What follows belongs to an exercise in optimizing a design on an open flow for small area, a short achievable clock period and few clock cycles; a production flow would make more cautious choices.
Only simulation tests tie the RTL to the original design; equivalence was not proved.

**design/flow/config.mk**
```make
export PLATFORM = sky130hd
export DESIGN_NAME = auklet_core
export DESIGN_NICKNAME = auklet_core
export VERILOG_FILES = /design/flow/design.v
export SDC_FILE = /design/flow/constraint.sdc
export NUM_CORES = 8
export LEC_CHECK = 0
export CAP_MARGIN = 20
export CORE_MARGIN = 2
export CORE_UTILIZATION = 25
export PLACE_DENSITY = 0.45
export SLEW_MARGIN = 20
```
**design/flow/constraint.sdc**
```tcl
create_clock -name core_clock -period 20.0 [get_ports {clk}]
set_input_delay 4.0000 -clock core_clock [delete_from_list [all_inputs] [get_ports {clk}]]
set_output_delay 4.0000 -clock core_clock [all_outputs]
set_load 0.01 [all_outputs]
```
**design/flow/design.v**
```verilog
module auklet_core (
    input  wire        clk,
    input  wire        rst,         
    input  wire        bus_req,
    input  wire        bus_we,
    input  wire [11:0] bus_addr,
    input  wire [2:0]  bus_size,
    input  wire [31:0] bus_wdata,
    output reg         bus_ack,
    output reg  [31:0] bus_rdata,
    output wire [31:0] act0,
    output wire [31:0] act1,
    output wire [31:0] act2,
    output wire [31:0] act3,
    output wire        irq
);
    localparam [31:0] ID_VALUE = 32'h41554B31;
    localparam C_DT   = 0;
    localparam C_LIM  = 1;
    localparam C_OVF  = 2;
    localparam C_CMD  = 3;
    localparam C_BUS  = 4;
    localparam C_LOCK = 5;
    localparam [2:0] A_NONE = 3'd0, A_RO = 3'd1, A_RW = 3'd2, A_RWL = 3'd3,
                     A_W1C  = 3'd4, A_WO = 3'd5;
    localparam [4:0] R_NONE  = 5'd0,  R_ID    = 5'd1,  R_CTRL  = 5'd2,
                     R_STAT  = 5'd3,  R_IRQEN = 5'd4,  R_CMD   = 5'd5,
                     R_DT    = 5'd6,  R_INP   = 5'd7,  R_EINFO = 5'd8,
                     R_ECAUSE= 5'd9,  R_KP    = 5'd10, R_KI    = 5'd11,
                     R_KD    = 5'd12, R_ILIM  = 5'd13, R_DEFSP = 5'd14,
                     R_SP    = 5'd15, R_MEAS  = 5'd16, R_ITERM = 5'd17,
                     R_LERR  = 5'd18, R_POUT  = 5'd19, R_M     = 5'd20,
                     R_ACT   = 5'd21, R_MIXIN = 5'd22;
    localparam [3:0] S_IDLE = 4'd0, S_ERR = 4'd1, S_P = 4'd2, S_I = 4'd3,
                     S_IO   = 4'd4, S_DIV = 4'd5, S_DOUT = 4'd6, S_OUT = 4'd7,
                     S_MIX  = 4'd8;
    reg  [3:0]  ctrl;           
    reg  [5:0]  status;         
    reg  [8:0]  irqen;
    reg  [31:0] dt;
    reg         en;             
    reg  [31:0] errinfo;
    reg  [3:0]  errcode;
    reg         errvalid;
    reg  [31:0] kp    [0:3];
    reg  [31:0] ki    [0:3];
    reg  [31:0] kd    [0:3];
    reg  [31:0] ilim  [0:3];
    reg  [31:0] defsp [0:3];
    reg  [31:0] sp    [0:3];
    reg  [31:0] meas  [0:3];
    reg  [31:0] iterm [0:3];
    reg  [31:0] lasterr [0:3];
    reg  [31:0] pidout  [0:3];
    reg  [31:0] mtx   [0:15];   
    reg  [31:0] act   [0:3];
    reg  [31:0] mixin [0:3];
    wire lock = ctrl[0];
    wire dupd = ctrl[1];
    assign act0 = act[0];
    assign act1 = act[1];
    assign act2 = act[2];
    assign act3 = act[3];
    assign irq  = |({3'b000, status} & irqen);
    reg [2:0] atype;
    reg [4:0] rkind;
    reg [3:0] ridx;              
    always @(*) begin
        atype = A_NONE;
        rkind = R_NONE;
        ridx  = 4'd0;
        if (bus_addr[11:8] == 4'h0) begin
            case (bus_addr[7:0])
                8'h00: begin atype = A_RO;  rkind = R_ID;     end
                8'h04: begin atype = A_RWL; rkind = R_CTRL;   end
                8'h08: begin atype = A_W1C; rkind = R_STAT;   end
                8'h0C: begin atype = A_RW;  rkind = R_IRQEN;  end
                8'h10: begin atype = A_WO;  rkind = R_CMD;    end
                8'h14: begin atype = A_RWL; rkind = R_DT;     end
                8'h18: begin atype = A_RW;  rkind = R_INP;    end
                8'h1C: begin atype = A_RO;  rkind = R_EINFO;  end
                8'h20: begin atype = A_RO;  rkind = R_ECAUSE; end
                default: ;
            endcase
        end else if (bus_addr[11:8] == 4'h1) begin
            ridx = {2'b00, bus_addr[7:6]};
            case (bus_addr[5:0])
                6'h00: begin atype = A_RWL; rkind = R_KP;    end
                6'h04: begin atype = A_RWL; rkind = R_KI;    end
                6'h08: begin atype = A_RWL; rkind = R_KD;    end
                6'h0C: begin atype = A_RWL; rkind = R_ILIM;  end
                6'h10: begin atype = A_RWL; rkind = R_DEFSP; end
                6'h18: begin atype = A_RW;  rkind = R_SP;    end
                6'h1C: begin atype = A_RW;  rkind = R_MEAS;  end
                6'h20: begin atype = A_RO;  rkind = R_ITERM; end
                6'h24: begin atype = A_RO;  rkind = R_LERR;  end
                6'h28: begin atype = A_RO;  rkind = R_POUT;  end
                default: ;
            endcase
        end else if (bus_addr[11:8] == 4'h2) begin
            ridx = bus_addr[5:2];
            if (bus_addr[7:6] == 2'b00) begin
                atype = A_RWL; rkind = R_M;
            end else if (bus_addr[7:4] == 4'h4) begin
                atype = A_RO;  rkind = R_ACT;
            end else if (bus_addr[7:4] == 4'h5) begin
                atype = A_RW;  rkind = R_MIXIN;
            end
        end
        if (bus_size != 3'd4 || bus_addr[1:0] != 2'b00)
            atype = A_NONE;
    end
    wire [1:0] rax = ridx[1:0];
    reg [31:0] rd_val;
    always @(*) begin
        case (rkind)
            R_ID:     rd_val = ID_VALUE;
            R_CTRL:   rd_val = {28'd0, ctrl};
            R_STAT:   rd_val = {26'd0, status};
            R_IRQEN:  rd_val = {23'd0, irqen};
            R_DT:     rd_val = dt;
            R_INP:    rd_val = {31'd0, en};
            R_EINFO:  rd_val = errinfo;
            R_ECAUSE: rd_val = {errvalid, 27'd0, errcode};
            R_KP:     rd_val = kp[rax];
            R_KI:     rd_val = ki[rax];
            R_KD:     rd_val = kd[rax];
            R_ILIM:   rd_val = ilim[rax];
            R_DEFSP:  rd_val = defsp[rax];
            R_SP:     rd_val = sp[rax];
            R_MEAS:   rd_val = meas[rax];
            R_ITERM:  rd_val = iterm[rax];
            R_LERR:   rd_val = lasterr[rax];
            R_POUT:   rd_val = pidout[rax];
            R_M:      rd_val = mtx[ridx];
            R_ACT:    rd_val = act[rax];
            R_MIXIN:  rd_val = mixin[rax];
            default:  rd_val = 32'd0;    
        endcase
    end
    wire [31:0] w      = bus_wdata;
    wire [7:0]  w_op   = w[7:0];
    wire        w_hi0  = (w[31:11] == 21'd0);
    wire        c_nop    = (w == 32'h0000_0000);
    wire        c_upd    = (w_op == 8'h01) && w_hi0 && !w[10];
    wire        c_rst    = (w_op == 8'h02) && w_hi0 && !w[10];
    wire        c_rstall = (w == 32'h0000_0003);
    wire        c_mix    = (w_op == 8'h04) && w_hi0 && (w[9:8] == 2'b00);
    wire        c_tick   = (w == 32'h0000_0005);
    wire        c_legal  = c_nop | c_upd | c_rst | c_rstall | c_mix | c_tick;
    wire [1:0]  w_axis   = w[9:8];
    wire dt_bad    = $signed(dt) <= 0;
    wire lim_bad_a = ilim[w_axis][31];
    wire lim_bad_all = ilim[0][31] | ilim[1][31] | ilim[2][31] | ilim[3][31];
    reg  [3:0]  state;
    reg  [31:0] cmd_w;
    reg  [1:0]  ax;
    reg         tick_mode;
    reg         mix_src;          
    reg         ovf_acc;
    reg  [31:0] err_r;
    reg  [47:0] p_r;
    reg  [31:0] it_r;
    reg  [47:0] iout_r;
    reg  [48:0] div_n;            
    reg  [31:0] div_rem;
    reg  [48:0] div_q;
    reg         div_neg;
    reg  [5:0]  div_cnt;
    reg  [65:0] dout_r;
    reg  [1:0]  mi;               
    reg  [1:0]  mj;               
    reg  [65:0] acc;
    wire [49:0] q_signed = div_neg ? -{1'b0, div_q} : {1'b0, div_q};
    wire [31:0] mix_v    = mix_src ? mixin[mj] : pidout[mj];
    reg  [49:0] mul_a;
    reg  [31:0] mul_b;
    always @(*) begin
        case (state)
            S_P:     begin mul_a = {{18{err_r[31]}}, err_r}; mul_b = kp[ax]; end
            S_I:     begin mul_a = {{18{dt[31]}}, dt};       mul_b = err_r;  end
            S_IO:    begin mul_a = {{18{it_r[31]}}, it_r};   mul_b = ki[ax]; end
            S_DOUT:  begin mul_a = q_signed;                 mul_b = kd[ax]; end
            S_MIX:   begin mul_a = {{18{mix_v[31]}}, mix_v}; mul_b = mtx[{mi, mj}]; end
            default: begin mul_a = 50'd0;                    mul_b = 32'd0;  end
        endcase
    end
    wire signed [81:0] prod = $signed(mul_a) * $signed(mul_b);
    wire [32:0] sp33   = {defsp[ax][31], defsp[ax]} + {sp[ax][31], sp[ax]};
    wire        sp_ovf = sp33[32] != sp33[31];
    wire [31:0] sp32   = sp_ovf ? (sp33[32] ? 32'h8000_0000 : 32'h7FFF_FFFF) : sp33[31:0];
    wire [32:0] e33    = {sp32[31], sp32} - {meas[ax][31], meas[ax]};
    wire        e_ovf  = e33[32] != e33[31];
    wire [31:0] e32    = e_ovf ? (e33[32] ? 32'h8000_0000 : 32'h7FFF_FFFF) : e33[31:0];
    wire [48:0] isum     = {{17{iterm[ax][31]}}, iterm[ax]} + {prod[63], prod[63:16]};
    wire [48:0] ilim49   = {17'd0, ilim[ax]};
    wire [48:0] nilim49  = -ilim49;
    wire [31:0] it_next  = ($signed(isum) > $signed(ilim49))  ? ilim[ax] :
                           ($signed(isum) < $signed(nilim49)) ? nilim49[31:0] :
                           isum[31:0];
    wire [32:0] diff    = {lasterr[ax][31], lasterr[ax]} - {err_r[31], err_r};
    wire [32:0] diffmag = diff[32] ? -diff : diff;
    wire [32:0] rem_sh  = {div_rem, div_n[48]};
    wire [32:0] rem_sub = rem_sh - {2'b00, dt[30:0]};
    wire        q_bit   = !rem_sub[32];
    wire [66:0] osum    = {{19{p_r[47]}}, p_r} + {{19{iout_r[47]}}, iout_r} + {dout_r[65], dout_r};
    wire        o_ovf   = !((&osum[66:31]) | ~(|osum[66:31]));
    wire [31:0] out32   = o_ovf ? (osum[66] ? 32'h8000_0000 : 32'h7FFF_FFFF) : osum[31:0];
    wire [65:0] acc_next = acc + {{2{prod[63]}}, prod[63:0]};
    wire [49:0] row_sh   = acc_next[65:16];
    wire        m_ovf    = !((&row_sh[49:31]) | ~(|row_sh[49:31]));
    wire [31:0] row32    = m_ovf ? (row_sh[49] ? 32'h8000_0000 : 32'h7FFF_FFFF) : row_sh[31:0];
    integer k;
    always @(posedge clk) begin
        if (rst) begin
            ctrl      <= 4'b0100;
            status    <= 6'd0;
            irqen     <= 9'd0;
            dt        <= 32'd0;
            en        <= 1'b0;
            errinfo   <= 32'd0;
            errcode   <= 4'd0;
            errvalid  <= 1'b0;
            for (k = 0; k < 4; k = k + 1) begin
                kp[k] <= 32'd0;     ki[k] <= 32'd0;     kd[k] <= 32'd0;
                ilim[k] <= 32'd0;   defsp[k] <= 32'd0;  sp[k] <= 32'd0;
                meas[k] <= 32'd0;   iterm[k] <= 32'd0;  lasterr[k] <= 32'd0;
                pidout[k] <= 32'd0; act[k] <= 32'd0;    mixin[k] <= 32'd0;
            end
            for (k = 0; k < 16; k = k + 1)
                mtx[k] <= 32'd0;
            state     <= S_IDLE;
            bus_ack   <= 1'b0;
            bus_rdata <= 32'd0;
            cmd_w     <= 32'd0;
            ax        <= 2'd0;
            tick_mode <= 1'b0;
            mix_src   <= 1'b0;
            ovf_acc   <= 1'b0;
            err_r     <= 32'd0;
            p_r       <= 48'd0;
            it_r      <= 32'd0;
            iout_r    <= 48'd0;
            div_n     <= 49'd0;
            div_rem   <= 32'd0;
            div_q     <= 49'd0;
            div_neg   <= 1'b0;
            div_cnt   <= 6'd0;
            dout_r    <= 66'd0;
            mi        <= 2'd0;
            mj        <= 2'd0;
            acc       <= 66'd0;
        end else begin
            bus_ack <= 1'b0;
            case (state)
            S_IDLE: begin
                if (bus_req && !bus_ack) begin
                    bus_rdata <= 32'd0;
                    if (atype == A_NONE) begin
                        status[C_BUS] <= 1'b1;
                        errinfo <= {20'd0, bus_addr};
                        errcode <= C_BUS;  errvalid <= 1'b1;
                        bus_ack <= 1'b1;
                    end else if (!bus_we) begin
                        bus_rdata <= rd_val;
                        bus_ack <= 1'b1;
                    end else if (atype == A_RO) begin
                        status[C_BUS] <= 1'b1;
                        errinfo <= {20'd0, bus_addr};
                        errcode <= C_BUS;  errvalid <= 1'b1;
                        bus_ack <= 1'b1;
                    end else if (atype == A_RWL && lock) begin
                        status[C_LOCK] <= 1'b1;
                        errinfo <= {20'd0, bus_addr};
                        errcode <= C_LOCK; errvalid <= 1'b1;
                        bus_ack <= 1'b1;
                    end else if (rkind != R_CMD) begin
                        bus_ack <= 1'b1;
                        case (rkind)
                            R_CTRL:  ctrl  <= w[3:0];
                            R_STAT:  status <= status & ~w[5:0];
                            R_IRQEN: irqen <= w[8:0];
                            R_DT:    dt    <= w;
                            R_INP:   en    <= w[0];
                            R_KP:    kp[rax]    <= w;
                            R_KI:    ki[rax]    <= w;
                            R_KD:    kd[rax]    <= w;
                            R_ILIM:  ilim[rax]  <= w;
                            R_DEFSP: defsp[rax] <= w;
                            R_SP:    sp[rax]    <= w;
                            R_MEAS:  meas[rax]  <= w;
                            R_M:     mtx[ridx]  <= w;
                            R_MIXIN: mixin[rax] <= w;
                            default: ;
                        endcase
                    end else begin
                        cmd_w   <= w;
                        ovf_acc <= 1'b0;
                        ax      <= w_axis;
                        mix_src <= w[10];
                        if (!c_legal) begin
                            status[C_CMD] <= 1'b1;
                            errinfo <= w;
                            errcode <= C_CMD;  errvalid <= 1'b1;
                            bus_ack <= 1'b1;
                        end else if (c_nop) begin
                            bus_ack <= 1'b1;
                        end else if (c_rst) begin
                            iterm[w_axis] <= 32'd0;
                            bus_ack <= 1'b1;
                        end else if (c_rstall || (c_tick && !en)) begin
                            for (k = 0; k < 4; k = k + 1) begin
                                iterm[k] <= 32'd0;
                                if (c_tick) act[k] <= 32'd0;
                            end
                            bus_ack <= 1'b1;
                        end else if (c_mix) begin
                            tick_mode <= 1'b0;
                            mi <= 2'd0;  mj <= 2'd0;  acc <= 66'd0;
                            state <= S_MIX;
                        end else begin
                            if (dt_bad || (c_upd ? lim_bad_a : lim_bad_all)) begin
                                if (dt_bad) status[C_DT] <= 1'b1;
                                if (c_upd ? lim_bad_a : lim_bad_all) begin
                                    status[C_LIM] <= 1'b1;
                                    errcode <= C_LIM;
                                end else begin
                                    errcode <= C_DT;
                                end
                                errinfo  <= w;
                                errvalid <= 1'b1;
                                bus_ack  <= 1'b1;
                            end else begin
                                tick_mode <= c_tick;
                                if (c_tick) ax <= 2'd0;
                                state <= S_ERR;
                            end
                        end
                    end
                end
            end
            S_ERR: begin
                err_r   <= e32;
                ovf_acc <= ovf_acc | sp_ovf | e_ovf;
                state   <= S_P;
            end
            S_P: begin
                p_r   <= prod[63:16];
                state <= S_I;
            end
            S_I: begin
                it_r  <= it_next;
                state <= S_IO;
            end
            S_IO: begin
                iout_r  <= prod[63:16];
                div_neg <= diff[32];
                div_n   <= {diffmag[32:0], 16'd0};
                div_rem <= 32'd0;
                div_q   <= 49'd0;
                div_cnt <= 6'd0;
                state   <= S_DIV;
            end
            S_DIV: begin
                div_rem <= q_bit ? rem_sub[31:0] : rem_sh[31:0];
                div_q   <= {div_q[47:0], q_bit};
                div_n   <= {div_n[47:0], 1'b0};
                div_cnt <= div_cnt + 6'd1;
                if (div_cnt == 6'd48)
                    state <= S_DOUT;
            end
            S_DOUT: begin
                dout_r <= prod[81:16];
                state  <= S_OUT;
            end
            S_OUT: begin
                iterm[ax]  <= it_r;
                pidout[ax] <= out32;
                if (dupd) lasterr[ax] <= err_r;
                if (tick_mode) begin
                    ovf_acc <= ovf_acc | o_ovf;
                    if (ax == 2'd3) begin
                        mix_src <= 1'b0;
                        mi <= 2'd0;  mj <= 2'd0;  acc <= 66'd0;
                        state <= S_MIX;
                    end else begin
                        ax    <= ax + 2'd1;
                        state <= S_ERR;
                    end
                end else begin
                    if (ovf_acc | o_ovf) begin
                        status[C_OVF] <= 1'b1;
                        errinfo <= cmd_w;
                        errcode <= C_OVF;  errvalid <= 1'b1;
                    end
                    bus_ack <= 1'b1;
                    state   <= S_IDLE;
                end
            end
            S_MIX: begin
                if (mj == 2'd3) begin
                    act[mi] <= row32;
                    acc     <= 66'd0;
                    mj      <= 2'd0;
                    mi      <= mi + 2'd1;
                    ovf_acc <= ovf_acc | m_ovf;
                    if (mi == 2'd3) begin
                        if (ovf_acc | m_ovf) begin
                            status[C_OVF] <= 1'b1;
                            errinfo <= cmd_w;
                            errcode <= C_OVF;  errvalid <= 1'b1;
                        end
                        bus_ack <= 1'b1;
                        state   <= S_IDLE;
                    end
                end else begin
                    acc <= acc_next;
                    mj  <= mj + 2'd1;
                end
            end
            default: state <= S_IDLE;
            endcase
        end
    end
endmodule
```
**design/flow/run.sh**
```bash
#!/bin/bash
# synth_recipe.tcl (not shown) runs the flow's synth.tcl, then flattens the netlist and writes it again
# the make line also repeats each setting of config.mk as NAME=value (left out here)
make -C /OpenROAD-flow-scripts/flow DESIGN_CONFIG=/design/flow/config.mk WORK_HOME=/design/flow/orfs CLKGATE_MAP_FILE= SYNTH_SCRIPT=/design/flow/synth_recipe.tcl finish
```
==> run notes <==
[through the flow]
| stage | instances | setup WS, ns | instance area [um^2] | util | hold WS, ns |
|---|---|---|---|---|---|
| floorplan | 20082 | 4.76 | 202000 | - | 0.429 |
| finish | 30864 | 1.74 | 229000 | 0.284 | 0.455 |
| global route | 30838 | 0.825 | 229000 | 0.284 | 0.470 |
| detailed placement | 30272 | 2.00 | 219000 | 0.272 | 0.447 |
| global placement | 30265 | 1.97 | 219000 | 0.272 | 0.435 |
| CTS | 30830 | 1.84 | 229000 | 0.284 | 0.456 |
[path summary, 6_finish.rpt]
path	start	endpoint	slack, ns	cells after the start
max	state[3]$_SDFFE_PP0P_	it_r[4]$_SDFFE_PP0N_	1.74	57
min	cmd_w[12]$_SDFFE_PP0P_	cmd_w[12]$_SDFFE_PP0P_	0.45	2
max reg2reg	state[3]$_SDFFE_PP0P_	it_r[4]$_SDFFE_PP0N_	1.74	57
min reg2reg	cmd_w[12]$_SDFFE_PP0P_	cmd_w[12]$_SDFFE_PP0P_	0.45	2
[area by class of cell]
cell class | count | area, um^2 | share of cell area
Multi-Input combinational cell | 13953 | 118000 | 0.513
Sequential cell | 2631 | 73200 | 0.319
Inverter | 1952 | 7330 | 0.0319
Antenna cell | 32 | 80.1 | 0.000349
Clock buffer | 392 | 8240 | 0.0359
Clock inverter | 166 | 1650 | 0.00719
Tap cell | 10790 | 13500 | 0.0588
Timing Repair Buffer | 948 | 7790 | 0.0340
[metal layers]
layer	GRT usage	wire, um
met3	0.0465	90200
met4	0.135	70000
met2	0.360	431000
met5	0	194
met1	0.304	388000
[logic make-up (layout without fill, tap and decap cells)]
group	count (synthesis)	count (layout)	synth area share
AO/OA/AOI/OAI	4016	4016	0.136
XOR/XNOR	463	463	0.0202
adder cells (fa/ha/maj)	2311	2311	0.206
buffers and inverters	3498	3458	0.0667
flip-flops	2631	2631	0.362
multiplexers	609	609	0.0611
other	0	32	0
AND/OR/NAND/NOR	6554	6554	0.149
[flip-flops by register name, indices dropped and copies added (netlist names), 33 cells and up, named ones only]
register  flops
acc          66
act         128
defsp       128
div_n        33
div_q        49
dout_r       66
ilim        128
iout_r       48
iterm       128
kd          128
ki          128
kp          128
lasterr     128
meas        128
mixin       128
mtx         512
p_r          48
pidout      128
sp          128
[critical path, delay by kind of cell (launching register included)]
kind | cells | cell delay, ns
AO/OA/AOI/OAI | 23 | 6.47
XOR/XNOR | 2 | 0.30
adder cells (fa/ha/maj) | 11 | 5.19
buffers and inverters | 9 | 1.87
flip-flops | 1 | 0.83
AND/OR/NAND/NOR | 12 | 3.18
[report_power, final]
part           switching (uW)  internal, uW
logic                     915           327
registers                84.5          6020
clock network            2560          3240
total                    3560          9590
[cells in the final DEF, fill, tap and decap left out, types with 269 or more instances in the layout]
master / n
clkbuf_16: 309
inv_1: 1944
nand2_1: 2038
a222oi_1: 290
mux4_2: 498
a22o_1: 269
nor2_1: 2189
o21ai_0: 460
edfxtp_1: 2048
and3_1: 504
and2_1: 799
dfxtp_1: 573
a21oi_1: 952
ha_1: 609
fa_1: 1695
o22ai_1: 543
buf_4: 705
==> flow_summary.yaml <==
die:
  die_x_um: 903
  die_area_mm2: 0.816
  io_pins: 213
  start_util: 0.251
  core_mm2: 0.807
  fp-row-count: 330
  die_y_um: 903
routing:
  ant_nets: 0
  route.detailed.wl_per_inst_um: 31.7
  drc: 0
  wirelength_mm: 979
  dr.first_iter.drc_count: 21194
  num_vias: 166114
  drt-pass1-iter-count: 13
  vias_per_cell: 5.38
synth:
  synth.top_cell.area_share: 0.304
  syn_area_per_cell_um2: 10.1
  syn_inst: 20082
  synth.most_common_cell: "nor2_1"
  yosysTopAreaCell: "edfxtp_1"
  syn_area_mm2: 0.202
  synth_edf_count: 2048
  ys_seq_elements: 2631
  syn_nets: 22438
  ys_top_cells_by_count: "2236 x nor2_1, 2056 x nand2_1, 2048 x edfxtp_1"
  ys.flop_type: "edfxtp_1"
  async_flop_share: 0
  ys_warn_count: 1
  synth.area.top_cells: "edfxtp_1 30%, fa_1 17%, dfxtp_1 5.8%"
  yosysUniqueCellTypes: 126
  yosysSeqAreaShare: 0.362
setup_path:
  worst_ep_arrival_time_ns: 19.13
  crit_type: "register to register"
  crit_path_end_kind: "register"
  start_kind: "register"
  critPathMaxFanout: 114
  cpMostUsedCell: "fa_1"
  critPathMaxStageDelay_ns: 0.97
  required_ns: 20.87
  slowest_stage: "a222oi_1"
sta:
  slew_violations: 0
  maxSlewHeadroom: 0.0538
  rsz0062_at_grt: "no"
  period_share: 0.913
  finalHoldViolCount: 0
  finClkSkew_ns: 0.0831
  clock.fmax_ghz: 0.0548
  setup_violations: 0
  tightest_slew_ns: 1.41
  fin_crit_ns: 18.26
  final.setup.tns_ns: 0
global_routing:
  grt_pass1_wl_mm: 1350
  grt-ovfl-total: 0
  grt_use_total: 0.233
  grt_max_degree: 152
  first_global_vias: 164400
  antenna_found_initial: 105
clock_network:
  insertion_delay_ns: 1.03
  cts_tree: "built"
  postCtsSetupBuffers: 0
  cts-root-buf: "clkbuf_16"
  ctsResizeCount: 0
  clk_path_buf_depth: 4
  clkTransAtPathRegs_ns: 0.07
  htreeDepth: 5
  numCtsBuffers: 303
  cts_hold_buf: 0
  clock-sinks: 2631
placed_design:
  gp_congestion: 0.993
  port_buffers: 212
  hpwlAfterDp_mm: 707
layout:
  final_nets: 22145
  drive_above_1_share: 0.110
  syn2layout_area_growth_pct: 13.4
  fillers: 84328
job:
  max_cap_violations: 0
power_and_ir_drop:
  powerDensity_mw_per_mm2: 57.3
  totalPowerFinal_uw: 13100
  vdd_drop_max_mv: 0.0718
  leakagePower_uw: 0.0880
min_path:
  min_path_type: "register to register"
status:
  status: "no timing/DRC/antenna violations"
Testbench counts, summed over its fixed seeds: cycles 245,066.

## static timing again, ports no longer ideal
How much do the figures lean on ideal ports? The routed layout below was timed once more, with nothing changed but the port constraints. Step 1 assumes that a clkbuf_16 drives the clock port and a buf_2 every other input. Step 2 also shifts input and output timing later by t, the mid clock arrival at the registers, as if the neighbouring blocks saw the same clock. Slacks: ideal ports / drivers / drivers and shift; pairs: ideal ports / drivers.
shift t [ns]: 1.097
slack for setup (ns): 1.743 / 1.743 / 1.743
worst setup path after step 2: register to register
latest minus earliest clock arrival (ns): 0.092 / 0.093
After both steps setup and hold are still met in this run. For this run, drivers alone change the setup slack by 0.000 ns; drivers and shift together by 0.000 ns.
